Source: an optimization exercise on an open RTL-to-GDS flow (aim: small area, a short achievable clock period and few clock cycles). Production flows keep margins and buffers that such runs may drop. No functional check of the RTL was part of any run shown here. Power and IR drop assume default switching activity.

--- flow/run.sh ---
#!/bin/bash
# synth_recipe.tcl (not shown) runs the flow's synth.tcl, then flattens the netlist and writes it again
# the make line also repeats each setting of config.mk as NAME=value (left out here)
make -C /OpenROAD-flow-scripts/flow DESIGN_CONFIG=/design/flow/config.mk WORK_HOME=/design/flow/orfs CLKGATE_MAP_FILE= SYNTH_SCRIPT=/design/flow/synth_recipe.tcl finish
--- flow/config.mk ---
export PLATFORM = sky130hd
export DESIGN_NAME = bdd_deframer
export DESIGN_NICKNAME = bdd_deframer
export VERILOG_FILES = /design/flow/design.v
export SDC_FILE = /design/flow/constraint.sdc
export NUM_CORES = 4
export LEC_CHECK = 0
export CAP_MARGIN = 20
export CORE_MARGIN = 2
export CORE_UTILIZATION = 40
export SLEW_MARGIN = 20
--- flow/constraint.sdc ---
create_clock -name core_clock -period 10.0 [get_ports {clk}]
set_input_delay 2.0000 -clock core_clock [delete_from_list [all_inputs] [get_ports {clk}]]
set_output_delay 2.0000 -clock core_clock [all_outputs]
set_load 0.01 [all_outputs]
--- flow/design.v ---
module bdd_dec #(
    parameter MAX_FRAME = 32,
    parameter MIN_FRAME = 4
) (
    input  wire       clk,
    input  wire       rst,
    input  wire       adv,        
    input  wire       step,       
    input  wire       clr,        
    input  wire [7:0] bits,       
    input  wire       commit,     
    output wire       good,       
    output wire       ce,         
    output wire [1:0] nev,        
    output wire [4:0] len,        
    output wire [5:0] count_o,    
    output wire [4:0] base_o,     
    input  wire [4:0] rd_idx,
    output wire [7:0] rd_data
);
    localparam [15:0] CRC_POLY_R = 16'h8408;
    localparam [15:0] CRC_INIT   = 16'hFFFF;
    localparam [15:0] CRC_GOOD   = 16'hF0B8;
    function [15:0] crc_update;
        input [15:0] c;
        input [7:0]  b;
        integer k;
        begin
            crc_update = c ^ {8'h00, b};
            for (k = 0; k < 8; k = k + 1) begin
                if (crc_update[0])
                    crc_update = (crc_update >> 1) ^ CRC_POLY_R;
                else
                    crc_update = crc_update >> 1;
            end
        end
    endfunction
    function [5:0] add6;
        input [5:0] a;
        input [5:0] b;
        input       ci;
        reg   [5:0] g, p, gg, pp;
        integer     k, d;
        begin
            g  = a & b;
            p  = a ^ b;
            gg = g;
            pp = p;
            gg[0] = g[0] | (p[0] & ci);
            for (d = 1; d < 6; d = d * 2)
                for (k = 5; k >= d; k = k - 1) begin
                    gg[k] = gg[k] | (pp[k] & gg[k-d]);
                    pp[k] = pp[k] & pp[k-d];
                end
            add6 = p ^ {gg[4:0], ci};
        end
    endfunction
    reg  [7:1] w_r;         
    reg        in_frame;
    reg  [2:0] nbits;       
    reg  [7:0] acc;         
    wire [14:0] e;
    assign e[6:0] = clr ? 7'd0 : w_r[7:1];
    genvar gi;
    generate
        for (gi = 0; gi < 8; gi = gi + 1) begin : g_bits
            assign e[7+gi] = bits[7-gi];
        end
    endgenerate
    wire       f0 = clr ? 1'b0 : in_frame;
    reg  [7:0] flag, inv, stuf, evm;
    reg  [8:0] fr;            
    reg  [7:0] evc, eva;
    reg  [2:0] ns [0:8];      
    reg  [7:0] dnew;          
    reg  [15:0] x;
    reg  [7:0] nboh;
    reg  [7:0] first_ev;      
    reg  [7:0] last_fl;       
    reg  [3:0] m_pre;         
    reg  [2:0] m_post;        
    reg        comp, ev1c, ev1a, ext, rs, anyflag, anyev;
    reg  [7:0] cb, a;
    reg  [2:0] nb;
    reg        seen;
    integer    i, j;
    always @(*) begin
        for (i = 0; i < 8; i = i + 1) begin
            flag[i] = !e[i+7] && (&e[i+6 -: 6]) && !e[i];
            inv[i]  = (&e[i+7 -: 7]) && !e[i];
            stuf[i] = !e[i+7] && (&e[i+6 -: 5]) && !e[i+1];
            evm[i]  = flag[i] | inv[i];
        end
        anyflag = |flag;
        anyev   = |evm;
        fr[0] = f0;
        for (i = 0; i < 8; i = i + 1)
            fr[i+1] = flag[i] | (fr[i] & !inv[i]);
        for (i = 0; i < 8; i = i + 1) begin
            evc[i] = fr[i] & flag[i];
            eva[i] = fr[i] & inv[i];
        end
        ev1c = (evc[0] | eva[0]) ? evc[0] : |evc;
        ev1a = (evc[0] | eva[0]) ? eva[0] : |eva;
        ext  = (evc[0] | eva[0]) && (evc[7] | eva[7]);
        rs   = clr | anyflag | (|eva);
        ns[0] = 3'b001;           
        for (i = 0; i < 8; i = i + 1)
            ns[i+1] = stuf[i] ? {ns[i][1:0], 1'b0} : ns[i];
        for (j = 0; j < 8; j = j + 1) begin
            dnew[j] = !stuf[j] & ns[j][0] & e[7+j];
            if (j + 1 < 8) dnew[j] = dnew[j] | (!stuf[j+1] & ns[j+1][1] & e[8+j]);
            if (j + 2 < 8) dnew[j] = dnew[j] | (!stuf[j+2] & ns[j+2][2] & e[9+j]);
        end
        seen = 1'b0;
        for (i = 0; i < 8; i = i + 1) begin
            first_ev[i] = evm[i] & !seen;
            seen = seen | evm[i];
        end
        seen = 1'b0;
        for (i = 7; i >= 0; i = i - 1) begin
            last_fl[i] = flag[i] & !seen;
            seen = seen | flag[i];
        end
        m_pre = 4'd0;
        for (i = 0; i < 8; i = i + 1)
            if (first_ev[i])
                m_pre = i - (ns[i][1] ? 1 : ns[i][2] ? 2 : 0);
        if (!anyev)
            m_pre = 8 - (ns[8][1] ? 1 : ns[8][2] ? 2 : 0);
        m_post = 3'd0;
        for (i = 0; i < 8; i = i + 1)
            if (last_fl[i])
                m_post = (7 - i) - ((ns[8][1] & !ns[i+1][1]) ? 1 :
                                    (ns[8][2] & ns[i+1][0]) ? 2 :
                                    (ns[8][2] & ns[i+1][1]) ? 1 : 0);
        for (j = 0; j < 8; j = j + 1)
            nboh[j] = (nbits == j);
        x = {dnew, acc};
        cb = 8'd0;
        for (j = 0; j < 8; j = j + 1)
            cb = cb | ({8{nboh[j]}} & x[15-j -: 8]);
        a = ns[8][0] ? dnew : ns[8][1] ? {dnew[6:0], acc[7]} : {dnew[5:0], acc[7:6]};
        comp = 1'b0;
        for (i = 0; i < 8; i = i + 1)
            for (j = 0; j < 9; j = j + 1)
                if (i + j >= 8)
                    comp = comp | (nboh[i] & (m_pre == j));
        comp = comp & f0;
        nb = anyflag ? m_post : (nbits - (ns[8][1] ? 3'd1 : ns[8][2] ? 3'd2 : 3'd0));
    end
    reg        p_step, p_comp, p_ev1c, p_ev1a, p_ext, p_rs;
    reg  [7:0] p_cb;
    always @(posedge clk) begin
        if (rst) begin
            w_r      <= 7'd0;
            in_frame <= 1'b0;
            nbits    <= 3'd0;
            p_step   <= 1'b0;
        end else if (adv) begin
            p_step <= step;
            if (step) begin
                w_r      <= e[14:8];
                in_frame <= fr[8];
                nbits    <= nb;
                acc      <= a;
                p_comp   <= comp;
                p_cb     <= cb;
                p_ev1c   <= ev1c;
                p_ev1a   <= ev1a;
                p_ext    <= ext;
                p_rs     <= rs;
            end
        end
    end
    reg  [5:0]  count;
    reg  [15:0] crc;
    reg  [4:0]  base;
    reg  [4:0]  wp;
    reg  [7:0]  ring [0:31];
    wire        wr        = p_comp && !count[5];
    wire [5:0]  count_mid = add6(count, 6'd0, wr);
    wire [15:0] crc_new   = crc_update(crc, p_cb);
    wire [15:0] crc_mid   = wr ? crc_new : crc;
    wire [5:0]  wp_mid    = add6({1'b0, wp}, 6'd0, wr);
    wire        long_en   = (count >= MIN_FRAME) || (wr && count == MIN_FRAME - 1);
    wire        crc_ok    = wr ? (crc_new == CRC_GOOD) : (crc == CRC_GOOD);
    wire        is_good   = p_ev1c && long_en && crc_ok;
    wire [5:0]  len_w     = add6(count, 6'h3F, 1'b0);      
    wire [5:0]  len_n     = add6(count, 6'h3E, 1'b0);      
    wire [5:0]  wp_back   = add6(wp_mid, 6'h3E, 1'b0);     
    assign good = p_step && is_good;
    assign ce   = p_step && p_ev1c && long_en && !crc_ok;
    assign nev  = p_step ? {p_ext, (p_ev1c | p_ev1a) & !p_ext} : 2'd0;
    assign len  = wr ? len_w[4:0] : len_n[4:0];
    assign count_o = count;
    assign base_o  = base;
    assign rd_data = ring[rd_idx];
    wire [4:0] base_n = (is_good && commit) ? wp_back[4:0] : base;
    always @(posedge clk) begin
        if (rst) begin
            count <= 6'd0;
            crc   <= CRC_INIT;
            base  <= 5'd0;
            wp    <= 5'd0;
        end else if (adv && p_step) begin
            if (p_rs) begin
                count <= 6'd0;
                crc   <= CRC_INIT;
                base  <= base_n;
                wp    <= base_n;
            end else begin
                count <= count_mid;
                crc   <= crc_mid;
                wp    <= wp_mid[4:0];
            end
        end
    end
    always @(posedge clk) begin
        if (adv && p_step && wr)
            ring[wp] <= p_cb;
    end
endmodule
module bdd_deframer (
    input  wire        clk,
    input  wire        rst,
    input  wire        in_valid,
    input  wire [7:0]  in_data,
    output wire        in_ready,
    output wire        out_valid,
    output wire [7:0]  out_data,
    input  wire        out_ready,
    output reg         chunk_done,
    output reg         locked,
    output reg         sel,
    output reg  [15:0] frame_count,
    output reg  [15:0] fcs_err_count,
    output reg  [15:0] in_byte_count,
    output reg  [15:0] out_byte_count
);
    localparam MAX_FRAME     = 32;
    localparam MIN_FRAME     = 4;
    localparam CHUNK_SIZE    = 34;
    localparam RESYNC_PERIOD = 4;
    localparam QD            = 4;    
    function [15:0] add16;
        input [15:0] a;
        input [15:0] b;
        input        ci;
        reg   [15:0] g, p, gg, pp;
        integer      k, d;
        begin
            g  = a & b;
            p  = a ^ b;
            gg = g;
            pp = p;
            gg[0] = g[0] | (p[0] & ci);
            for (d = 1; d < 16; d = d * 2)
                for (k = 15; k >= d; k = k - 1) begin
                    gg[k] = gg[k] | (pp[k] & gg[k-d]);
                    pp[k] = pp[k] & pp[k-d];
                end
            add16 = p ^ {gg[14:0], ci};
        end
    endfunction
    wire [5:0] count0, count1;
    wire [4:0] base0, base1;
    reg  [4:0] rp0, rp1;             
    reg  [2:0] q_cnt;
    wire [15:0] u0 = add16({11'd0, base0}, {11'h7FF, ~rp0}, 1'b1);    
    wire [15:0] u1 = add16({11'd0, base1}, {11'h7FF, ~rp1}, 1'b1);
    wire [15:0] s0 = add16({10'd0, count0}, {11'd0, u0[4:0]}, 1'b0);
    wire [15:0] s1 = add16({10'd0, count1}, {11'd0, u1[4:0]}, 1'b0);
    wire full0 = (u0[4:0] != 5'd0) && (s0[5:0] >= 6'd30);
    wire full1 = (u1[4:0] != 5'd0) && (s1[5:0] >= 6'd30);
    reg  stall;
    always @(posedge clk) begin
        if (rst) stall <= 1'b0;
        else     stall <= full0 || full1 || (q_cnt >= QD - 1);
    end
    wire adv   = !stall;
    reg  [5:0] byte_idx;
    reg  [1:0] phase;
    reg        r_v, r_first, r_last, r_eval;
    reg  [7:0] r_byte;
    wire blk    = r_v && r_last && r_eval;    
    assign in_ready = adv && !blk;
    wire take   = in_valid && in_ready;
    wire [15:0] bidx_inc = add16({10'd0, byte_idx}, 16'd0, 1'b1);
    always @(posedge clk) begin
        if (rst) begin
            byte_idx <= 6'd0;
            phase    <= 2'd0;
            r_v      <= 1'b0;
        end else if (adv) begin
            r_v <= take;
            if (take) begin
                r_byte  <= in_data;
                r_first <= (byte_idx == 6'd0);
                r_last  <= (byte_idx == CHUNK_SIZE - 1);
                r_eval  <= (phase == 2'd0);
                if (byte_idx == CHUNK_SIZE - 1) begin
                    byte_idx <= 6'd0;
                    phase    <= phase + 2'd1;
                end else begin
                    byte_idx <= bidx_inc[5:0];
                end
            end
        end
    end
    wire step0 = r_v && (r_eval || !sel);
    wire step1 = r_v && (r_eval ||  sel);
    wire clr0  = r_v && r_eval && r_first &&  sel;
    wire clr1  = r_v && r_eval && r_first && !sel;
    wire       good0, good1, ce0, ce1;
    wire [1:0] nev0, nev1;
    wire [4:0] len0, len1;
    wire [7:0] rd0, rd1;
    bdd_dec #(.MAX_FRAME(MAX_FRAME), .MIN_FRAME(MIN_FRAME)) u_dec0 (
        .clk(clk), .rst(rst), .adv(adv),
        .step(step0), .clr(clr0), .bits(r_byte),
        .commit(!sel), .good(good0), .ce(ce0), .nev(nev0), .len(len0),
        .count_o(count0), .base_o(base0),
        .rd_idx(rp0), .rd_data(rd0)
    );
    bdd_dec #(.MAX_FRAME(MAX_FRAME), .MIN_FRAME(MIN_FRAME)) u_dec1 (
        .clk(clk), .rst(rst), .adv(adv),
        .step(step1), .clr(clr1), .bits(~r_byte),
        .commit(sel), .good(good1), .ce(ce1), .nev(nev1), .len(len1),
        .count_o(count1), .base_o(base1),
        .rd_idx(rp1), .rd_data(rd1)
    );
    reg p_v, p_first, p_last, p_eval;
    always @(posedge clk) begin
        if (rst) begin
            p_v <= 1'b0;
        end else if (adv) begin
            p_v     <= r_v;
            p_first <= r_first;
            p_last  <= r_last;
            p_eval  <= r_eval;
        end
    end
    wire       good_sel = sel ? good1 : good0;
    wire       ce_sel   = sel ? ce1   : ce0;
    wire [4:0] len_sel  = sel ? len1  : len0;
    reg  [7:0] d_prev, d_cur;
    reg  [8:0] d_tot;
    wire [1:0] nv1 = nev1, nv0 = nev0;
    wire [15:0] d_e  = (nv1 == nv0) ? 16'd0 :
                       (nv1 == 2'd2 && nv0 == 2'd0) ? 16'd2 :
                       (nv1 == 2'd0 && nv0 == 2'd2) ? 16'hFFFE :
                       (nv1 > nv0) ? 16'd1 : 16'hFFFF;
    wire [15:0] c_b  = p_first ? 16'd0 : {{8{d_cur[7]}}, d_cur};
    wire [15:0] t_b  = p_first ? {{8{d_prev[7]}}, d_prev} : {{7{d_tot[8]}}, d_tot};
    wire [15:0] c_e  = add16(c_b, d_e, 1'b0);
    wire [15:0] t_e  = add16(t_b, d_e, 1'b0);
    wire [15:0] c_m  = add16(c_e, 16'hFFFF, 1'b0);
    wire [15:0] c_p  = add16(c_e, 16'd0, 1'b1);
    wire [15:0] t_m  = add16(t_e, 16'hFFFF, 1'b0);
    wire [15:0] t_p  = add16(t_e, 16'd0, 1'b1);
    wire       g_dn  = good1 && !good0;       
    wire       g_up  = good0 && !good1;       
    wire [7:0] d_cur_n = g_dn ? c_m[7:0] : g_up ? c_p[7:0] : c_e[7:0];
    wire [8:0] d_tot_n = g_dn ? t_m[8:0] : g_up ? t_p[8:0] : t_e[8:0];
    wire       y_neg  = t_e[8];
    wire       y_zero = (t_e[8:0] == 9'd0);
    wire       y_one  = (t_e[8:0] == 9'd1);
    wire       y_mone = (t_e[8:0] == 9'h1FF);
    wire sw_from0 = g_dn ? (y_neg || y_zero) : g_up ? (y_neg && !y_mone) : y_neg;
    wire sw_from1 = g_dn ? (!y_neg && !y_zero && !y_one) : g_up ? !y_neg : (!y_neg && !y_zero);
    wire do_switch = sel ? sw_from1 : sw_from0;
    wire [15:0] fc_inc = add16(frame_count, 16'd0, 1'b1);
    wire [15:0] ec_inc = add16(fcs_err_count, 16'd0, 1'b1);
    wire [15:0] ob_add = add16(out_byte_count, {11'd0, len_sel}, 1'b0);
    wire [15:0] ib_add = add16(in_byte_count, CHUNK_SIZE, 1'b0);
    wire push = adv && good_sel;
    always @(posedge clk) begin
        if (rst) begin
            sel            <= 1'b0;
            locked         <= 1'b0;
            frame_count    <= 16'd0;
            fcs_err_count  <= 16'd0;
            in_byte_count  <= 16'd0;
            out_byte_count <= 16'd0;
            d_prev         <= 8'd0;
            d_cur          <= 8'd0;
            d_tot          <= 9'd0;
            chunk_done     <= 1'b0;
        end else begin
            chunk_done <= 1'b0;
            if (adv && p_v) begin
                if (good_sel) begin
                    frame_count    <= fc_inc;
                    out_byte_count <= ob_add;
                end
                if (ce_sel)
                    fcs_err_count <= ec_inc;
                if (p_eval) begin
                    d_cur <= d_cur_n;
                    d_tot <= d_tot_n;
                end
                if (p_last) begin
                    in_byte_count <= ib_add;
                    chunk_done    <= 1'b1;
                end
                if (p_last && p_eval) begin
                    d_prev <= d_cur_n;
                    if (do_switch) begin
                        sel    <= ~sel;
                        locked <= 1'b0;
                    end else if (good_sel) begin
                        locked <= 1'b1;
                    end
                end else if (good_sel) begin
                    locked <= 1'b1;
                end
            end
        end
    end
    reg  [5:0] q_mem [0:QD-1];      
    reg  [1:0] q_wr, q_rd;
    wire       q_pop;
    always @(posedge clk) begin
        if (push)
            q_mem[q_wr] <= {sel, len_sel};
    end
    always @(posedge clk) begin
        if (rst) begin
            q_wr  <= 2'd0;
            q_rd  <= 2'd0;
            q_cnt <= 3'd0;
        end else begin
            if (push)  q_wr <= q_wr + 2'd1;
            if (q_pop) q_rd <= q_rd + 2'd1;
            if (push && !q_pop)
                q_cnt <= q_cnt + 3'd1;
            else if (q_pop && !push)
                q_cnt <= q_cnt - 3'd1;
        end
    end
    localparam [1:0] E_IDLE = 2'd0, E_LEN = 2'd1, E_PAY = 2'd2;
    reg  [1:0] e_st;
    reg        e_dec;
    reg  [4:0] e_len;
    reg  [4:0] e_rem;
    reg        o_valid;
    reg  [7:0] o_data;
    assign out_valid = o_valid;
    assign out_data  = o_data;
    wire load = !o_valid || out_ready;
    wire [15:0] rp0_inc   = add16({11'd0, rp0}, 16'd0, 1'b1);
    wire [15:0] rp1_inc   = add16({11'd0, rp1}, 16'd0, 1'b1);
    wire [15:0] e_rem_dec = add16({11'd0, e_rem}, 16'hFFFF, 1'b0);
    assign q_pop = load && (e_st == E_IDLE) && (q_cnt != 3'd0);
    wire [5:0] q_head = q_mem[q_rd];
    always @(posedge clk) begin
        if (rst) begin
            e_st    <= E_IDLE;
            o_valid <= 1'b0;
            rp0     <= 5'd0;
            rp1     <= 5'd0;
        end else if (load) begin
            case (e_st)
                E_PAY: begin
                    o_valid <= 1'b1;
                    o_data  <= e_dec ? rd1 : rd0;
                    if (e_dec) rp1 <= rp1_inc[4:0];
                    else       rp0 <= rp0_inc[4:0];
                    e_rem <= e_rem_dec[4:0];
                    if (e_rem == 5'd1)
                        e_st <= E_IDLE;
                end
                E_LEN: begin
                    o_valid <= 1'b1;
                    o_data  <= {3'b000, e_len};
                    e_rem   <= e_len;
                    e_st    <= E_PAY;
                end
                default: begin
                    if (q_cnt != 3'd0) begin
                        o_valid <= 1'b1;
                        o_data  <= 8'h00;
                        e_dec   <= q_head[5];
                        e_len   <= q_head[4:0];
                        e_st    <= E_LEN;
                    end else begin
                        o_valid <= 1'b0;
                    end
                end
            endcase
        end
    end
endmodule
==> results of run 1 <==
-- logic make-up (layout without fill, tap and decap cells) --
| group | Yosys count | count (layout) | share of synthesized area |
|---|---|---|---|
| AOI/OAI and AO/OA | 578 | 578 | 0.09364 |
| muxes | 250 | 250 | 0.1140 |
| and+or+nand+nor | 1093 | 1093 | 0.1307 |
| DFF | 829 | 829 | 0.5566 |
| buffers and inverters | 285 | 395 | 0.02784 |
| adders and majority gates | 111 | 111 | 0.03591 |
| other | 1 | 2 | 0.00009199 |
| xor gates and xnor gates | 182 | 182 | 0.04119 |
-- state kept, by name (all words and copies together), names as in the netlist, 9 cells and up, named ones only --
name / flops
u_dec0.ring: 256
u_dec1.ring: 256
q_mem: 24
fcs_err_count: 16
frame_count: 16
out_byte_count: 16
u_dec0.crc: 16
u_dec1.crc: 16
in_byte_count: 15
d_tot: 9
-- worst min-delay path: cells and delay by family (launching register included) --
kind	cells	cell delay (ns)
AOI/OAI and AO/OA	1	0.05
DFF	1	0.31
and+or+nand+nor	1	0.05
-- power by group --
| group | internal [uW] | switching (uW) |
|---|---|---|
| combinational | 101 | 177 |
| clock | 1890 | 1360 |
| sequential | 3690 | 34.2 |
-- per-stage QoR --
step,utilization,power (uW),cells
final,0.4522,7255,4808
after global routing,0.4522,7509,4807
after CTS,0.4515,7331,4803
after detailed placement,0.4229,4075,4639
after global placement,0.4229,4072,4639
after floorplan,-,3991,3329
-- cell type report --
| type | count | area, um^2 |
|---|---|---|
| diodes | 1 | 2.502 |
| clock buffers | 115 | 2440 |
| clock inverters | 49 | 457.9 |
| fillers | 9150 | 55570 |
| inverters | 102 | 382.9 |
| multi-input cells | 2215 | 16960 |
| flip-flops and latches | 829 | 22700 |
| well taps | 1368 | 1712 |
| repair buffers | 129 | 1217 |
-- cells in the final DEF (no fill, tap or decap), types with 11 or more instances in the layout --
cell type | netlist | routed
nor2_1 | 354 | 350
and3_1 | 29 | 29
a31oi_1 | 26 | 26
o21ai_1 | 9 | 11
mux2_2 | 23 | 23
xor2_1 | 62 | 62
nor3b_1 | 12 | 12
a22oi_1 | 13 | 13
mux4_2 | 169 | 169
xnor2_1 | 113 | 113
nand4b_1 | 12 | 12
dfxtp_1 | 220 | 216
nand4_1 | 38 | 38
nor4_1 | 27 | 27
a211oi_1 | 41 | 41
a21o_1 | 25 | 25
o21ai_0 | 109 | 107
buf_4 | 5 | 38
o31ai_1 | 20 | 20
a21oi_1 | 161 | 160
nor2b_1 | 27 | 27
nand3_1 | 87 | 87
nand2b_1 | 22 | 22
nor3_1 | 65 | 65
ha_1 | 101 | 101
and2_1 | 25 | 25
clkbuf_16 | 0 | 93
or3_1 | 34 | 34
mux2i_1 | 58 | 58
nand2_1 | 274 | 274
and4_1 | 11 | 11
inv_1 | 96 | 96
clkinv_1 | 2 | 18
edfxtp_1 | 609 | 609
clkinv_2 | 0 | 15
nand3b_1 | 21 | 21
clkbuf_1 | 131 | 19
clkdlybuf4s50_1 | 0 | 86
o211ai_1 | 42 | 42
-- worst min path at each step --
stage | endpoint | slack, ns | cells past startpoint
3_5_place_dp | d_cur[3] | 0.44 | 2
3_3_place_gp | d_tot[4] | 0.44 | 2
2_1_floorplan | p_eval | 0.42 | 0
6_report | d_cur[5] | 0.45 | 2
4_1_cts | d_cur[3] | 0.45 | 2
5_1_grt | phase[1] | 0.47 | 2
-- metal layers --
metal / part of all wire / vias to the layer above / GRT usage
met5: 0 / - / 0
met4: 0.025 / 0 / 0.05654
met3: 0.049 / 148 / 0.02573
met2: 0.47 / 716 / 0.2978
met1: 0.46 / 13270 / 0.2627
li1: - / 12670 / -
-- Yosys cell counts (all sizes together) (22+ instances only) --
library cell	n	area share
buf	52	0.0064
nor4	29	0.0052
clkbuf	131	0.012
nor2b	27	0.0041
a31oi	26	0.0040
nand4	39	0.0061
o211ai	42	0.0077
ha	101	0.031
edfxtp	609	0.45
a21o	25	0.0046
or3	34	0.0052
nor3	69	0.0090
inv	100	0.0092
mux2	23	0.0064
nor2	357	0.033
xor2	63	0.014
and3	29	0.0045
nand3	87	0.011
a21oi	163	0.020
o21ai	118	0.014
nand2	275	0.025
dfxtp	220	0.11
and2	25	0.0038
mux2i	58	0.014
a211oi	42	0.0079
nand2b	22	0.0034
xnor2	114	0.025
mux4	169	0.093
==> results.py, run 1 <==
metrics = {
    "logic_synthesis": {
        "netlist_area_um2": 40770,
        "yosysSeqAreaShare": 0.5566,
        "synth_edf_count": 609,
        "async_flop_share": 0,
        "syn_area_per_cell_um2": 12.25,
        "yosysUniqueCellTypes": 104,
        "syn_nets": 3452,
        "ys.flop_type": "edfxtp_1",
        "synth_seq_cells": 829,
        "syn_inst": 3329,
        "yosysWarningCount": 3,
    },
    "route": {
        "first_iter_violations": 2404,
        "drcViolationCount": 0,
        "avgViaCountPerCell": 5.574,
        "drt-pass1-iter-count": 6,
        "wl_per_cell_um": 20.19,
        "ant_nets": 0,
        "via_count": 26800,
        "drt-total-wl_um": 97080,
    },
    "floorplanning": {
        "fp.coreArea_um2": 101400,
        "die_h_um": 323.2,
        "num_rows": 117,
        "die_w_um": 323.2,
        "ios": 89,
        "die_area_um2": 104500,
        "start_util": 0.4018,
    },
    "worst_setup_path": {
        "rrSetupSlack_ns": 4.52,
        "start_kind": "flip-flop",
        "critical_path.max_stage_delay_ns": 0.90,
        "end_kind": "flip-flop",
        "crit_path_top_delay_cell": "dfxtp_1",
        "rr_endpoint": "u_dec1.p_comp",
        "rr_startpoint": "sel",
        "crit_chain": "nand4b_1, nand4_1, nor3b_1, and3_1, inv_1, ha_1, a211oi_1, a21oi_2, a21oi_4, inv_2, or4_4, o311ai_2, o31ai_1, a31oi_1, a21oi_1",
        "cp-startpoint": "sel",
        "cp_top_family": "simple AND/OR/NAND/NOR gates",
        "reg2reg_depth": 15,
        "cp_num_cells": 15,
        "critical_path_arrival_ns": 5.88,
        "cp.buffers_inverters": 2,
        "cp_max_fo": 25,
        "crit_end": "u_dec1.p_comp",
        "critPathKind": "reg2reg",
        "cp_data_required_time_ns": 10.40,
    },
    "clocking": {
        "cts_tree": "done",
        "clock_path_buffers": 3,
        "cts_buffers": 89,
        "post_cts_buffers": 0,
        "root_buffer": "clkbuf_16",
        "cts.clk_slew.worst_paths_ns": 0.06,
        "cts_sinks": 829,
        "cts_hold_buf": 0,
        "clk_latency_ns": 0.65,
        "htreeDepth": 3,
        "postCtsResizedCells": 0,
    },
    "place": {
        "port_buffers": 87,
        "place.gp.congestion": 0.8989,
        "dp.final_hpwl_um": 65760,
        "placed_area_um2": 42900,
        "place_ws_ns": 4.654,
    },
    "outcome": {
        "status": "finished clean",
    },
    "timing": {
        "whs_ns": 0.4510,
        "grt_setup_unrepaired": "false",
        "min_period_over_period": 0.5481,
        "slew-limit-headroom": 0.3124,
        "setup_ws_ns": 4.519,
        "hold_violations": 0,
        "final.setup.tns_ns": 0,
        "max_freq_ghz": 0.1825,
        "min_period_ns": 5.481,
        "setup_viol": 0,
        "drv_slew": 0,
        "fin_worst_skew_ns": 0.02074,
        "worst_pin_slew_ns": 1.021,
    },
    "cells_and_area": {
        "fin_area_um2": 45880,
        "final_net_count": 3489,
        "area_delta_synth_final_pct": 12.53,
        "layout-drive-gt1-share": 0.1224,
    },
    "global_routing": {
        "antenna_found_initial": 0,
        "grt_pass1_wl_um": 152700,
        "gr-total-overflow": 0,
        "track_usage": 0.1860,
        "grt_pass1_vias": 26000,
        "grt_max_degree": 89,
    },
    "job": {
        "max_cap_violations": 0,
    },
    "power": {
        "power.density_nw_per_um2": 158.1,
        "ir_drop_v": 0.0001180,
        "leakagePower_uw": 0.01518,
    },
    "hold_path": {
        "hp-start": "d_cur[5]",
        "hold_class": "reg2reg",
    },
}
==> inputs of run 2 (changes only) <==
--- a/flow/design.v
+++ b/flow/design.v
@@ -7,5 +7,7 @@
     input  wire       adv,        
-    input  wire       step,       
+    input  wire       a_v,        
+    input  wire       b_v,        
     input  wire       clr,        
     input  wire [7:0] bits,       
+    input  wire       step,       
     input  wire       commit,     
@@ -59,4 +61,2 @@
     reg        in_frame;
-    reg  [2:0] nbits;       
-    reg  [7:0] acc;         
     wire [14:0] e;
@@ -75,4 +75,2 @@
     reg  [7:0] dnew;          
-    reg  [15:0] x;
-    reg  [7:0] nboh;
     reg  [7:0] first_ev;      
@@ -81,5 +79,3 @@
     reg  [2:0] m_post;        
-    reg        comp, ev1c, ev1a, ext, rs, anyflag, anyev;
-    reg  [7:0] cb, a;
-    reg  [2:0] nb;
+    reg        ev1c, ev1a, ext, rs, anyflag, anyev;
     reg        seen;
@@ -136,19 +132,8 @@
                                     (ns[8][2] & ns[i+1][1]) ? 1 : 0);
-        for (j = 0; j < 8; j = j + 1)
-            nboh[j] = (nbits == j);
-        x = {dnew, acc};
-        cb = 8'd0;
-        for (j = 0; j < 8; j = j + 1)
-            cb = cb | ({8{nboh[j]}} & x[15-j -: 8]);
-        a = ns[8][0] ? dnew : ns[8][1] ? {dnew[6:0], acc[7]} : {dnew[5:0], acc[7:6]};
-        comp = 1'b0;
-        for (i = 0; i < 8; i = i + 1)
-            for (j = 0; j < 9; j = j + 1)
-                if (i + j >= 8)
-                    comp = comp | (nboh[i] & (m_pre == j));
-        comp = comp & f0;
-        nb = anyflag ? m_post : (nbits - (ns[8][1] ? 3'd1 : ns[8][2] ? 3'd2 : 3'd0));
     end
-    reg        p_step, p_comp, p_ev1c, p_ev1a, p_ext, p_rs;
-    reg  [7:0] p_cb;
+    reg  [7:0] q_dnew;
+    reg  [2:0] q_ns;           
+    reg  [3:0] q_mpre;
+    reg  [2:0] q_mpost;
+    reg        q_anyflag, q_f0, q_ev1c, q_ev1a, q_ext, q_rs;
     always @(posedge clk) begin
@@ -157,18 +142,59 @@
             in_frame <= 1'b0;
-            nbits    <= 3'd0;
-            p_step   <= 1'b0;
-        end else if (adv) begin
-            p_step <= step;
-            if (step) begin
-                w_r      <= e[14:8];
-                in_frame <= fr[8];
-                nbits    <= nb;
-                acc      <= a;
-                p_comp   <= comp;
-                p_cb     <= cb;
-                p_ev1c   <= ev1c;
-                p_ev1a   <= ev1a;
-                p_ext    <= ext;
-                p_rs     <= rs;
+        end else if (adv && a_v) begin
+            w_r      <= e[14:8];
+            in_frame <= fr[8];
+        end
+    end
+    always @(posedge clk) begin
+        if (adv) begin
+            q_dnew    <= dnew;
+            q_ns      <= ns[8];
+            q_mpre    <= m_pre;
+            q_mpost   <= m_post;
+            q_anyflag <= anyflag;
+            q_f0      <= f0;
+            q_ev1c    <= ev1c;
+            q_ev1a    <= ev1a;
+            q_ext     <= ext;
+            q_rs      <= rs;
+        end
+    end
+    reg  [2:0] nbits;       
+    reg  [7:0] acc;         
+    reg  [15:0] x;
+    reg  [7:0] nboh;
+    reg        comp;
+    reg  [7:0] cb, a;
+    reg  [2:0] nb;
+    integer    ib, jb;
+    always @(*) begin
+        for (jb = 0; jb < 8; jb = jb + 1)
+            nboh[jb] = (nbits == jb);
+        x = {q_dnew, acc};
+        cb = 8'd0;
+        for (jb = 0; jb < 8; jb = jb + 1)
+            cb = cb | ({8{nboh[jb]}} & x[15-jb -: 8]);
+        a = q_ns[0] ? q_dnew : q_ns[1] ? {q_dnew[6:0], acc[7]} : {q_dnew[5:0], acc[7:6]};
+        comp = 1'b0;
+        for (ib = 0; ib < 8; ib = ib + 1)
+            for (jb = 0; jb < 9; jb = jb + 1)
+                if (ib + jb >= 8)
+                    comp = comp | (nboh[ib] & (q_mpre == jb));
+        comp = comp & q_f0;
+        nb = q_anyflag ? q_mpost : (nbits - (q_ns[1] ? 3'd1 : q_ns[2] ? 3'd2 : 3'd0));
+    end
+    reg        p_comp, p_ev1c, p_ev1a, p_ext, p_rs;
+    reg  [7:0] p_cb;
+    always @(posedge clk) begin
+        if (adv) begin
+            if (b_v) begin
+                nbits <= nb;
+                acc   <= a;
             end
+            p_comp <= comp;
+            p_cb   <= cb;
+            p_ev1c <= q_ev1c;
+            p_ev1a <= q_ev1a;
+            p_ext  <= q_ext;
+            p_rs   <= q_rs;
         end
@@ -181,2 +207,3 @@
     wire        wr        = p_comp && !count[5];
+    wire        p_step    = step;
     wire [5:0]  count_mid = add6(count, 6'd0, wr);
@@ -201,7 +228,9 @@
         if (rst) begin
-            count <= 6'd0;
-            crc   <= CRC_INIT;
-            base  <= 5'd0;
-            wp    <= 5'd0;
-        end else if (adv && p_step) begin
+            base <= 5'd0;
+        end else if (adv && p_step && p_rs) begin
+            base <= base_n;
+        end
+    end
+    always @(posedge clk) begin
+        if (adv && p_step) begin
             if (p_rs) begin
@@ -209,3 +238,2 @@
                 crc   <= CRC_INIT;
-                base  <= base_n;
                 wp    <= base_n;
@@ -285,4 +313,3 @@
     reg  [7:0] r_byte;
-    wire blk    = r_v && r_last && r_eval;    
-    assign in_ready = adv && !blk;
+    assign in_ready = adv;
     wire take   = in_valid && in_ready;
@@ -297,6 +324,2 @@
             if (take) begin
-                r_byte  <= in_data;
-                r_first <= (byte_idx == 6'd0);
-                r_last  <= (byte_idx == CHUNK_SIZE - 1);
-                r_eval  <= (phase == 2'd0);
                 if (byte_idx == CHUNK_SIZE - 1) begin
@@ -310,6 +333,16 @@
     end
-    wire step0 = r_v && (r_eval || !sel);
-    wire step1 = r_v && (r_eval ||  sel);
-    wire clr0  = r_v && r_eval && r_first &&  sel;
-    wire clr1  = r_v && r_eval && r_first && !sel;
+    always @(posedge clk) begin
+        if (adv) begin
+            r_byte  <= in_data;
+            r_first <= (byte_idx == 6'd0);
+            r_last  <= (byte_idx == CHUNK_SIZE - 1);
+            r_eval  <= (phase == 2'd0);
+        end
+    end
+    reg  q_v, q_first, q_last, q_eval;      
+    reg  p_v, p_first, p_last, p_eval;      
+    wire clr0  = r_eval && r_first &&  sel;
+    wire clr1  = r_eval && r_first && !sel;
+    wire step0 = p_v && (p_eval || !sel);
+    wire step1 = p_v && (p_eval ||  sel);
     wire       good0, good1, ce0, ce1;
@@ -320,4 +353,4 @@
         .clk(clk), .rst(rst), .adv(adv),
-        .step(step0), .clr(clr0), .bits(r_byte),
-        .commit(!sel), .good(good0), .ce(ce0), .nev(nev0), .len(len0),
+        .a_v(r_v), .b_v(q_v), .clr(clr0), .bits(r_byte),
+        .step(step0), .commit(!sel), .good(good0), .ce(ce0), .nev(nev0), .len(len0),
         .count_o(count0), .base_o(base0),
@@ -327,4 +360,4 @@
         .clk(clk), .rst(rst), .adv(adv),
-        .step(step1), .clr(clr1), .bits(~r_byte),
-        .commit(sel), .good(good1), .ce(ce1), .nev(nev1), .len(len1),
+        .a_v(r_v), .b_v(q_v), .clr(clr1), .bits(~r_byte),
+        .step(step1), .commit(sel), .good(good1), .ce(ce1), .nev(nev1), .len(len1),
         .count_o(count1), .base_o(base1),
@@ -332,11 +365,19 @@
     );
-    reg p_v, p_first, p_last, p_eval;
     always @(posedge clk) begin
         if (rst) begin
+            q_v <= 1'b0;
             p_v <= 1'b0;
         end else if (adv) begin
-            p_v     <= r_v;
-            p_first <= r_first;
-            p_last  <= r_last;
-            p_eval  <= r_eval;
+            q_v <= r_v;
+            p_v <= q_v;
+        end
+    end
+    always @(posedge clk) begin
+        if (adv) begin
+            q_first <= r_first;
+            q_last  <= r_last;
+            q_eval  <= r_eval;
+            p_first <= q_first;
+            p_last  <= q_last;
+            p_eval  <= q_eval;
         end
@@ -346,28 +387,27 @@
     wire [4:0] len_sel  = sel ? len1  : len0;
-    reg  [7:0] d_prev, d_cur;
+    reg  [7:0] d_prev;
     reg  [8:0] d_tot;
+    reg        d_fix;
     wire [1:0] nv1 = nev1, nv0 = nev0;
-    wire [15:0] d_e  = (nv1 == nv0) ? 16'd0 :
-                       (nv1 == 2'd2 && nv0 == 2'd0) ? 16'd2 :
-                       (nv1 == 2'd0 && nv0 == 2'd2) ? 16'hFFFE :
-                       (nv1 > nv0) ? 16'd1 : 16'hFFFF;
-    wire [15:0] c_b  = p_first ? 16'd0 : {{8{d_cur[7]}}, d_cur};
-    wire [15:0] t_b  = p_first ? {{8{d_prev[7]}}, d_prev} : {{7{d_tot[8]}}, d_tot};
-    wire [15:0] c_e  = add16(c_b, d_e, 1'b0);
-    wire [15:0] t_e  = add16(t_b, d_e, 1'b0);
-    wire [15:0] c_m  = add16(c_e, 16'hFFFF, 1'b0);
-    wire [15:0] c_p  = add16(c_e, 16'd0, 1'b1);
-    wire [15:0] t_m  = add16(t_e, 16'hFFFF, 1'b0);
-    wire [15:0] t_p  = add16(t_e, 16'd0, 1'b1);
+    wire [2:0] d_e = (nv1 == nv0) ? 3'd0 :
+                     (nv1 == 2'd2 && nv0 == 2'd0) ? 3'd2 :
+                     (nv1 == 2'd0 && nv0 == 2'd2) ? 3'd6 :
+                     (nv1 > nv0) ? 3'd1 : 3'd7;       
+    wire [2:0] d_em = d_e - 3'd1;                     
+    wire [2:0] d_ep = d_e + 3'd1;                     
+    wire [15:0] t_b = p_first ? {{8{d_prev[7]}}, d_prev} : {{7{d_tot[8]}}, d_tot};
+    wire [15:0] t_e = add16(t_b, {{13{d_e[2]}},  d_e},  1'b0);
+    wire [15:0] t_m = add16(t_b, {{13{d_em[2]}}, d_em}, 1'b0);
+    wire [15:0] t_p = add16(t_b, {{13{d_ep[2]}}, d_ep}, 1'b0);
     wire       g_dn  = good1 && !good0;       
     wire       g_up  = good0 && !good1;       
-    wire [7:0] d_cur_n = g_dn ? c_m[7:0] : g_up ? c_p[7:0] : c_e[7:0];
     wire [8:0] d_tot_n = g_dn ? t_m[8:0] : g_up ? t_p[8:0] : t_e[8:0];
-    wire       y_neg  = t_e[8];
-    wire       y_zero = (t_e[8:0] == 9'd0);
-    wire       y_one  = (t_e[8:0] == 9'd1);
-    wire       y_mone = (t_e[8:0] == 9'h1FF);
-    wire sw_from0 = g_dn ? (y_neg || y_zero) : g_up ? (y_neg && !y_mone) : y_neg;
-    wire sw_from1 = g_dn ? (!y_neg && !y_zero && !y_one) : g_up ? !y_neg : (!y_neg && !y_zero);
+    wire       neg_e = t_e[8], neg_m = t_m[8], neg_p = t_p[8];
+    wire       pos_e = !t_e[8] && (t_e[8:0] != 9'd0);
+    wire       pos_m = !t_m[8] && (t_m[8:0] != 9'd0);
+    wire       pos_p = !t_p[8] && (t_p[8:0] != 9'd0);
+    wire sw_from0 = g_dn ? neg_m : g_up ? neg_p : neg_e;
+    wire sw_from1 = g_dn ? pos_m : g_up ? pos_p : pos_e;
     wire do_switch = sel ? sw_from1 : sw_from0;
+    wire [15:0] d_cur = add16({{7{d_tot[8]}}, d_tot}, {8'hFF, ~d_prev}, 1'b1);    
     wire [15:0] fc_inc = add16(frame_count, 16'd0, 1'b1);
@@ -386,4 +426,4 @@
             d_prev         <= 8'd0;
-            d_cur          <= 8'd0;
             d_tot          <= 9'd0;
+            d_fix          <= 1'b0;
             chunk_done     <= 1'b0;
@@ -391,2 +431,5 @@
             chunk_done <= 1'b0;
+            d_fix      <= 1'b0;
+            if (d_fix)
+                d_prev <= d_cur[7:0];
             if (adv && p_v) begin
@@ -398,6 +441,4 @@
                     fcs_err_count <= ec_inc;
-                if (p_eval) begin
-                    d_cur <= d_cur_n;
+                if (p_eval)
                     d_tot <= d_tot_n;
-                end
                 if (p_last) begin
@@ -407,3 +448,3 @@
                 if (p_last && p_eval) begin
-                    d_prev <= d_cur_n;
+                    d_fix <= 1'b1;
                     if (do_switch) begin
@@ -466,6 +507,4 @@
                     o_valid <= 1'b1;
-                    o_data  <= e_dec ? rd1 : rd0;
                     if (e_dec) rp1 <= rp1_inc[4:0];
                     else       rp0 <= rp0_inc[4:0];
-                    e_rem <= e_rem_dec[4:0];
                     if (e_rem == 5'd1)
@@ -475,4 +514,2 @@
                     o_valid <= 1'b1;
-                    o_data  <= {3'b000, e_len};
-                    e_rem   <= e_len;
                     e_st    <= E_PAY;
@@ -480,11 +517,24 @@
                 default: begin
-                    if (q_cnt != 3'd0) begin
-                        o_valid <= 1'b1;
-                        o_data  <= 8'h00;
-                        e_dec   <= q_head[5];
-                        e_len   <= q_head[4:0];
-                        e_st    <= E_LEN;
-                    end else begin
-                        o_valid <= 1'b0;
-                    end
+                    o_valid <= (q_cnt != 3'd0);
+                    if (q_cnt != 3'd0)
+                        e_st <= E_LEN;
+                end
+            endcase
+        end
+    end
+    always @(posedge clk) begin
+        if (load) begin
+            case (e_st)
+                E_PAY: begin
+                    o_data <= e_dec ? rd1 : rd0;
+                    e_rem  <= e_rem_dec[4:0];
+                end
+                E_LEN: begin
+                    o_data <= {3'b000, e_len};
+                    e_rem  <= e_len;
+                end
+                default: begin
+                    o_data <= 8'h00;
+                    e_dec  <= q_head[5];
+                    e_len  <= q_head[4:0];
                 end
==> run 2 against run 1 <==
Sequential cell count grew 43. Worst hold slack lost 0.034 ns. Via count shrank 4.3%. Die area grew 2.1%.
==> results.py, run 2 <==
metrics = {
    "outcome": {
        "status": "finished clean",
    },
    "cells_and_area": {
        "diodes": 0,
        "reg_top3": "u_dec0.ring x256, u_dec1.ring x256, q_mem x24",
        "layout_commonest_cell": "edfxtp_1",
        "layout_common_cells": "edfxtp_1 (720), nor2_1 (284), nand2_1 (266)",
        "final_net_count": 3386,
        "layout-drive-gt1-share": 0.1311,
        "fin_area_um2": 47210,
        "fillers": 9208,
        "ff_latch_area_um2": 24680,
        "multiInputGateArea_um2": 15980,
        "area_delta_synth_final_pct": 13.37,
    },
    "logic_synthesis": {
        "netlist.area_leader.share": 0.5191,
        "yosysMostFrequentCell": "edfxtp_1",
        "yosysWarningCount": 3,
        "synth_seq_cells": 872,
        "yosys-top-cells-count": "edfxtp_1 (720), nor2_1 (286), nand2_1 (266)",
        "muxShareOfSynthArea": 0.1138,
        "netlist_area_um2": 41650,
        "yosys-top-cells-area": "edfxtp_1 (52%), mux4_2 (9.1%), dfxtp_1 (7.3%)",
        "yosysUniqueCellTypes": 99,
        "yosys.area_share.simple": 0.1100,
        "syn_inst": 3177,
        "syn_nets": 3314,
        "ys.flop_type": "edfxtp_1",
        "synth_top_family_by_area": "multiplexers",
        "async_flop_share": 0,
        "synth_compound_area_frac": 0.08024,
        "syn_area_per_cell_um2": 13.11,
        "synth_edf_count": 720,
        "synthAdderAreaFrac": 0.03996,
        "yosysSeqAreaShare": 0.5922,
        "synth_top_cell_by_area": "edfxtp_1",
        "synth_xor_area_frac": 0.03876,
    },
    "power": {
        "power.density_nw_per_um2": 213.0,
        "leakagePower_uw": 0.01576,
        "ir_drop_v": 0.0001346,
        "power.total_uw": 10060,
    },
    "route": {
        "first_iter_violations": 1938,
        "met2_length_um": 45380,
        "wl_met3_um": 4743,
        "wl_per_cell_um": 20.40,
        "dr.max_layer_used": "met4",
        "drt-pass1-iter-count": 5,
        "drcViolationCount": 0,
        "drt-total-wl_um": 96020,
        "wl_met1_um": 43720,
        "ant_nets": 0,
        "avgViaCountPerCell": 5.453,
        "via_count": 25660,
    },
    "worst_setup_path": {
        "cp_data_required_time_ns": 10.54,
        "end_kind": "flip-flop",
        "cp_max_fo": 28,
        "cp.buffers_inverters": 0,
        "critPathKind": "reg2reg",
        "cp-startpoint": "sel",
        "crit_chain": "or2_2, nand3_1, ha_1, o21ai_0, a21o_1, and2_1, xor2_1, ha_1, a21o_1, a21oi_1, nor2_1, o311ai_0, a21oi_1, xnor2_1, a311oi_1, o21ai_0, a311oi_1",
        "start_kind": "flip-flop",
        "cp_top_family": "compound AO/OA/AOI/OAI gates",
        "rr_startpoint": "sel",
        "critical_path_arrival_ns": 5.67,
        "critical_path.max_stage_delay_ns": 0.71,
        "crit_path_top_delay_cell": "dfxtp_2",
    },
    "clocking": {
        "root_buffer": "clkbuf_16",
        "cts_tree": "done",
        "cts_buffers": 91,
        "cts_hold_buf": 0,
        "clk_latency_ns": 0.68,
        "htreeDepth": 3,
        "cts.clk_slew.worst_paths_ns": 0.06,
        "clock_path_buffers": 3,
        "post_cts_buffers": 0,
        "postCtsResizedCells": 0,
        "cts_sinks": 872,
    },
    "global_routing": {
        "grt_pass1_vias": 25300,
        "grt_pass1_wl_um": 149500,
        "antenna_found_initial": 1,
        "track_usage": 0.1784,
        "grt_max_degree": 80,
        "gr-total-overflow": 0,
    },
    "hold_path": {
        "hp-start": "u_dec1.q_ext",
        "hold_class": "reg2reg",
    },
    "timing": {
        "max_freq_ghz": 0.1949,
        "hold_violations": 0,
        "whs_ns": 0.4173,
        "worst_pin_slew_ns": 1.133,
        "min_period_ns": 5.131,
        "fin_worst_skew_ns": 0.04672,
        "setup_viol": 0,
        "final.setup.tns_ns": 0,
        "min_period_over_period": 0.5131,
        "grt_setup_unrepaired": "false",
        "slew-limit-headroom": 0.2416,
        "drv_slew": 0,
    },
    "job": {
        "max_cap_violations": 0,
    },
    "place": {
        "placed_area_um2": 43950,
        "dp.final_hpwl_um": 64890,
        "place.gp.congestion": 0.9268,
        "port_buffers": 87,
    },
    "floorplanning": {
        "ios": 89,
        "die_w_um": 326.7,
        "start_util": 0.4030,
        "fp.coreArea_um2": 103300,
        "num_rows": 118,
        "die_area_um2": 106700,
        "die_h_um": 326.7,
    },
}
-- run 2: cell types whose count changed in the layout (fill, tap and decap cells not counted), moves of 19 or more --
cell,delta
edfxtp_1,+111
dfxtp_1,-70
nor2_1,-66
xnor2_1,-23
nand3_1,-19
xor2_1,+19
-- run 2: through the flow --
stage / utilization / setup WS [ns] / std cells
2_1_floorplan: - / 4.665 / 3177
3_3_place_gp: 0.4252 / 4.595 / 4529
3_5_place_dp: 0.4253 / 4.603 / 4529
4_1_cts: 0.4558 / 4.568 / 4699
5_1_grt: 0.4568 / 4.444 / 4706
6_report: 0.4568 / 4.869 / 4706
-- run 2: worst paths after layout --
check	endpoint	slack, ns	cells past startpoint
worst min-delay path	u_dec1.p_ext	0.42	0
worst max-delay path	locked	4.87	17
worst max register to register	locked	4.87	17
worst min register to register	u_dec1.p_ext	0.42	0
-- run 2: cells by family (layout without fill, tap and decap cells) --
kind of cell	count (synthesis)	in the layout
and+or+nand+nor	952	952
DFF	872	872
AOI/OAI and AO/OA	518	518
buffers and inverters	271	420
muxes	260	260
xor gates and xnor gates	177	177
adders and majority gates	126	126
other	1	1
-- run 2: area by class of cell --
| cell class | count | share of cell area |
|---|---|---|
| clock inverter | 55 | 0.01471 |
| timing repair buffer | 128 | 0.02586 |
| clock buffer | 115 | 0.05205 |
| multi-input combinational | 2034 | 0.3384 |
| inverter | 122 | 0.009752 |
| tap | 1380 | 0.03657 |
| sequential | 872 | 0.5226 |
-- run 2: metal layers --
metal	GRT usage	vias to the layer above
met3	0.02714	137
met2	0.2902	674
met4	0.05345	0
met5	0	-
met1	0.2478	12700
li1	-	12150
-- run 2: report_power, final --
group / internal (uW) / leakage [uW] / total, uW / switching, uW
sequential: 4550 / 0.00788 / 4890 / 343
clock: 2070 / 0.00153 / 3520 / 1450
combinational: 635 / 0.00634 / 1650 / 1010
==> inputs of run 3 (changes only) <==
--- a/flow/config.mk
+++ b/flow/config.mk
@@ -10,2 +10,3 @@
 export CORE_UTILIZATION = 40
+export SETUP_SLACK_MARGIN = 5
 export SLEW_MARGIN = 20
==> run 3 against run 2 <==
Still clean. Register-to-register slack better by 0.36 ns. Critical path depth increased by 2. Core utilization hardly changed. Worst hold slack about the same. Global-route usage is 0.18 points higher. Synthesized area unchanged. Sequential cell count stayed put. Routed wire length rose by 1.4%. Clock skew down 0.011 ns. Die area did not move. Sequential power is essentially flat. Worst setup slack better by 0.36 ns. Highest routed layer unchanged.
==> results.py, run 3 <==
metrics = {
    "timing": {
        "fin_worst_skew_ns": 0.03565,
        "worst_pin_slew_ns": 1.140,
        "min_period_ns": 4.774,
        "max_freq_ghz": 0.2095,
        "final.setup.tns_ns": 0,
        "drv_slew": 0,
        "setup_viol": 0,
        "hold_violations": 0,
        "slew-limit-headroom": 0.2370,
        "grt_setup_unrepaired": "true",
        "min_period_over_period": 0.4774,
    },
    "logic_synthesis": {
        "ys.flop_type": "edfxtp_1",
        "synth_seq_cells": 872,
        "yosys-top-cells-count": "edfxtp_1 (720), nor2_1 (286), nand2_1 (266)",
        "netlist_area_um2": 41650,
        "yosysSeqAreaShare": 0.5922,
        "netlist.area_leader.share": 0.5191,
        "syn_area_per_cell_um2": 13.11,
        "synth_edf_count": 720,
        "yosys-top-cells-area": "edfxtp_1 (52%), mux4_2 (9.1%), dfxtp_1 (7.3%)",
        "yosysUniqueCellTypes": 99,
        "syn_nets": 3314,
        "yosysWarningCount": 3,
        "syn_inst": 3177,
        "async_flop_share": 0,
        "yosysMostFrequentCell": "edfxtp_1",
        "synth_top_cell_by_area": "edfxtp_1",
    },
    "hold_path": {
        "hold_class": "reg2reg",
    },
    "floorplanning": {
        "die_h_um": 326.7,
        "start_util": 0.4030,
        "ios": 89,
        "fp.coreArea_um2": 103300,
        "die_w_um": 326.7,
        "num_rows": 118,
        "die_area_um2": 106700,
    },
    "job": {
        "max_cap_violations": 0,
    },
    "cells_and_area": {
        "reg_top3": "u_dec0.ring x256, u_dec1.ring x256, q_mem x24",
        "final_cells": 4710,
        "area_delta_synth_final_pct": 13.35,
        "layout_common_cells": "edfxtp_1 (720), nor2_1 (282), nand2_1 (266)",
        "ff_latch_area_um2": 24670,
        "diodes": 0,
        "final_core_util": 0.4568,
        "layout-drive-gt1-share": 0.1336,
        "fillers": 9257,
        "layout_commonest_cell": "edfxtp_1",
        "multiInputGateArea_um2": 16010,
        "final_net_count": 3389,
    },
    "global_routing": {
        "grt_pass1_vias": 25390,
        "track_usage": 0.1803,
        "gr-total-overflow": 0,
        "grt_max_degree": 73,
        "antenna_found_initial": 1,
        "grt_pass1_wl_um": 150900,
    },
    "route": {
        "drcViolationCount": 0,
        "drt-total-wl_um": 97390,
        "ant_nets": 0,
        "wl_per_cell_um": 20.68,
        "via_count": 25770,
        "drt-pass1-iter-count": 5,
        "avgViaCountPerCell": 5.470,
        "first_iter_violations": 2190,
    },
    "worst_setup_path": {
        "cp.buffers_inverters": 1,
        "critical_path_arrival_ns": 5.32,
        "rrSetupSlack_ns": 5.23,
        "start_kind": "flip-flop",
        "critical_path.max_stage_delay_ns": 0.56,
        "crit_chain": "or4b_1, nand2_1, a22o_1, nand2_1, a21o_1, a22o_1, inv_1, ha_1, xor2_2, ha_1, a21o_1, a21oi_1, nor2_1, o311ai_1, a21oi_1, xnor2_1, a311oi_1, o21ai_0, a311oi_1",
        "cp_max_fo": 6,
        "end_kind": "flip-flop",
        "cp_top_family": "compound AO/OA/AOI/OAI gates",
        "crit_path_top_delay_cell": "or4b_1",
        "critPathKind": "reg2reg",
        "cp_data_required_time_ns": 10.55,
    },
    "place": {
        "port_buffers": 87,
        "dp_cells": 4530,
        "place.gp.congestion": 0.8922,
        "dp.final_hpwl_um": 65480,
    },
    "clocking": {
        "cts_buffers": 92,
        "cts.clk_slew.worst_paths_ns": 0.06,
        "cts_sinks": 872,
        "cts_tree": "done",
        "cts_hold_buf": 0,
        "htreeDepth": 3,
        "clk_latency_ns": 0.68,
        "clock_path_buffers": 3,
        "root_buffer": "clkbuf_16",
    },
    "power": {
        "leakagePower_uw": 0.01574,
        "power.density_nw_per_um2": 212.4,
        "ir_drop_v": 0.0001672,
    },
    "outcome": {
        "status": "finished clean",
    },
}
-- run 3: cell counts after synthesis --
No cell type changed its count.
-- run 3: repair_timing --
action,in CTS,in global routing
resized for setup,1,5
pin swaps,0,0
buffers inserted,0,5
endpoints found under the setup margin,1,5
-- run 3: layer usage --
metal / part of all wire / GRT usage / wire length, um
met1: 0.45 / 0.2499 / 44190
met2: 0.47 / 0.2916 / 45890
met3: 0.051 / 0.02890 / 4941
met4: 0.024 / 0.05614 / 2360
met5: 0 / 0 / 0
-- run 3: final cells by class --
| type | count | area share |
|---|---|---|
| flip-flops and latches | 872 | 0.5227 |
| inverters | 122 | 0.009780 |
| multi-input cells | 2034 | 0.3391 |
| repair buffers | 130 | 0.02637 |
| clock buffers | 108 | 0.05092 |
| well taps | 1380 | 0.03658 |
| clock inverters | 64 | 0.01463 |
-- run 3: kinds of logic after synthesis --
group / count (synthesis) / share of synthesized area
and+or+nand+nor: 952 / 0.1100
DFF: 872 / 0.5922
AOI/OAI and AO/OA: 518 / 0.08024
buffers and inverters: 271 / 0.02494
muxes: 260 / 0.1138
xor gates and xnor gates: 177 / 0.03876
adders and majority gates: 126 / 0.03996
other: 1 / 0.00009004
-- run 3: metrics by stage --
step	setup slack, ns	total power [uW]	area (um^2)	hold WS [ns]
2_1_floorplan	5.586	6006	41650	0.4003
3_3_place_gp	5.112	6570	43950	0.4018
3_5_place_dp	5.001	6598	43960	0.4057
4_1_cts	5.075	10070	47070	0.4175
5_1_grt	4.947	10480	47210	0.4262
6_report	5.226	10030	47210	0.4170
-- run 3: power by group --
group          internal (uW)  switching [uW]
registers               4550             323
clock network           2000            1470
logic                    646            1050
-- run 3: final timing paths --
check        cells after the start  endpoint         start
min                              0    q_last        r_last
max reg2reg                     19    locked  u_dec1.p_ext
min reg2reg                      0    q_last        r_last
max                             19    locked  u_dec1.p_ext

[afterwards: timing with drivers on the ports]
The flow's constraints put no driver on any port. The routed layouts listed below were extracted and timed again, unchanged, in two steps. Step 1 (the two cells are an assumption about what drives the block):
set clk [get_ports {clk}]
set_driving_cell -lib_cell sky130_fd_sc_hd__clkbuf_16 $clk
set_driving_cell -lib_cell sky130_fd_sc_hd__buf_2 [delete_from_list [all_inputs] $clk]
Step 2 times the ports against the registers' clock, not the clock port: input delays grow and output delays shrink by t, the midpoint of the rising clock arrivals with the driver on. Slacks: no drivers / after step 1 / after step 2; pairs: no drivers / after step 1.
run | shift t [ns] | setup WS [ns] | slew at the worst register clock pin (ns)
run 1 | 0.714 | 4.519 / 4.519 / 4.519 | 0.07 / 0.07
run 2 | 0.718 | 4.869 / 4.869 / 4.869 | 0.06 / 0.06
run 3 | 0.726 | 5.226 / 5.226 / 5.226 | 0.07 / 0.07
After both steps setup and hold are still met in every run listed.
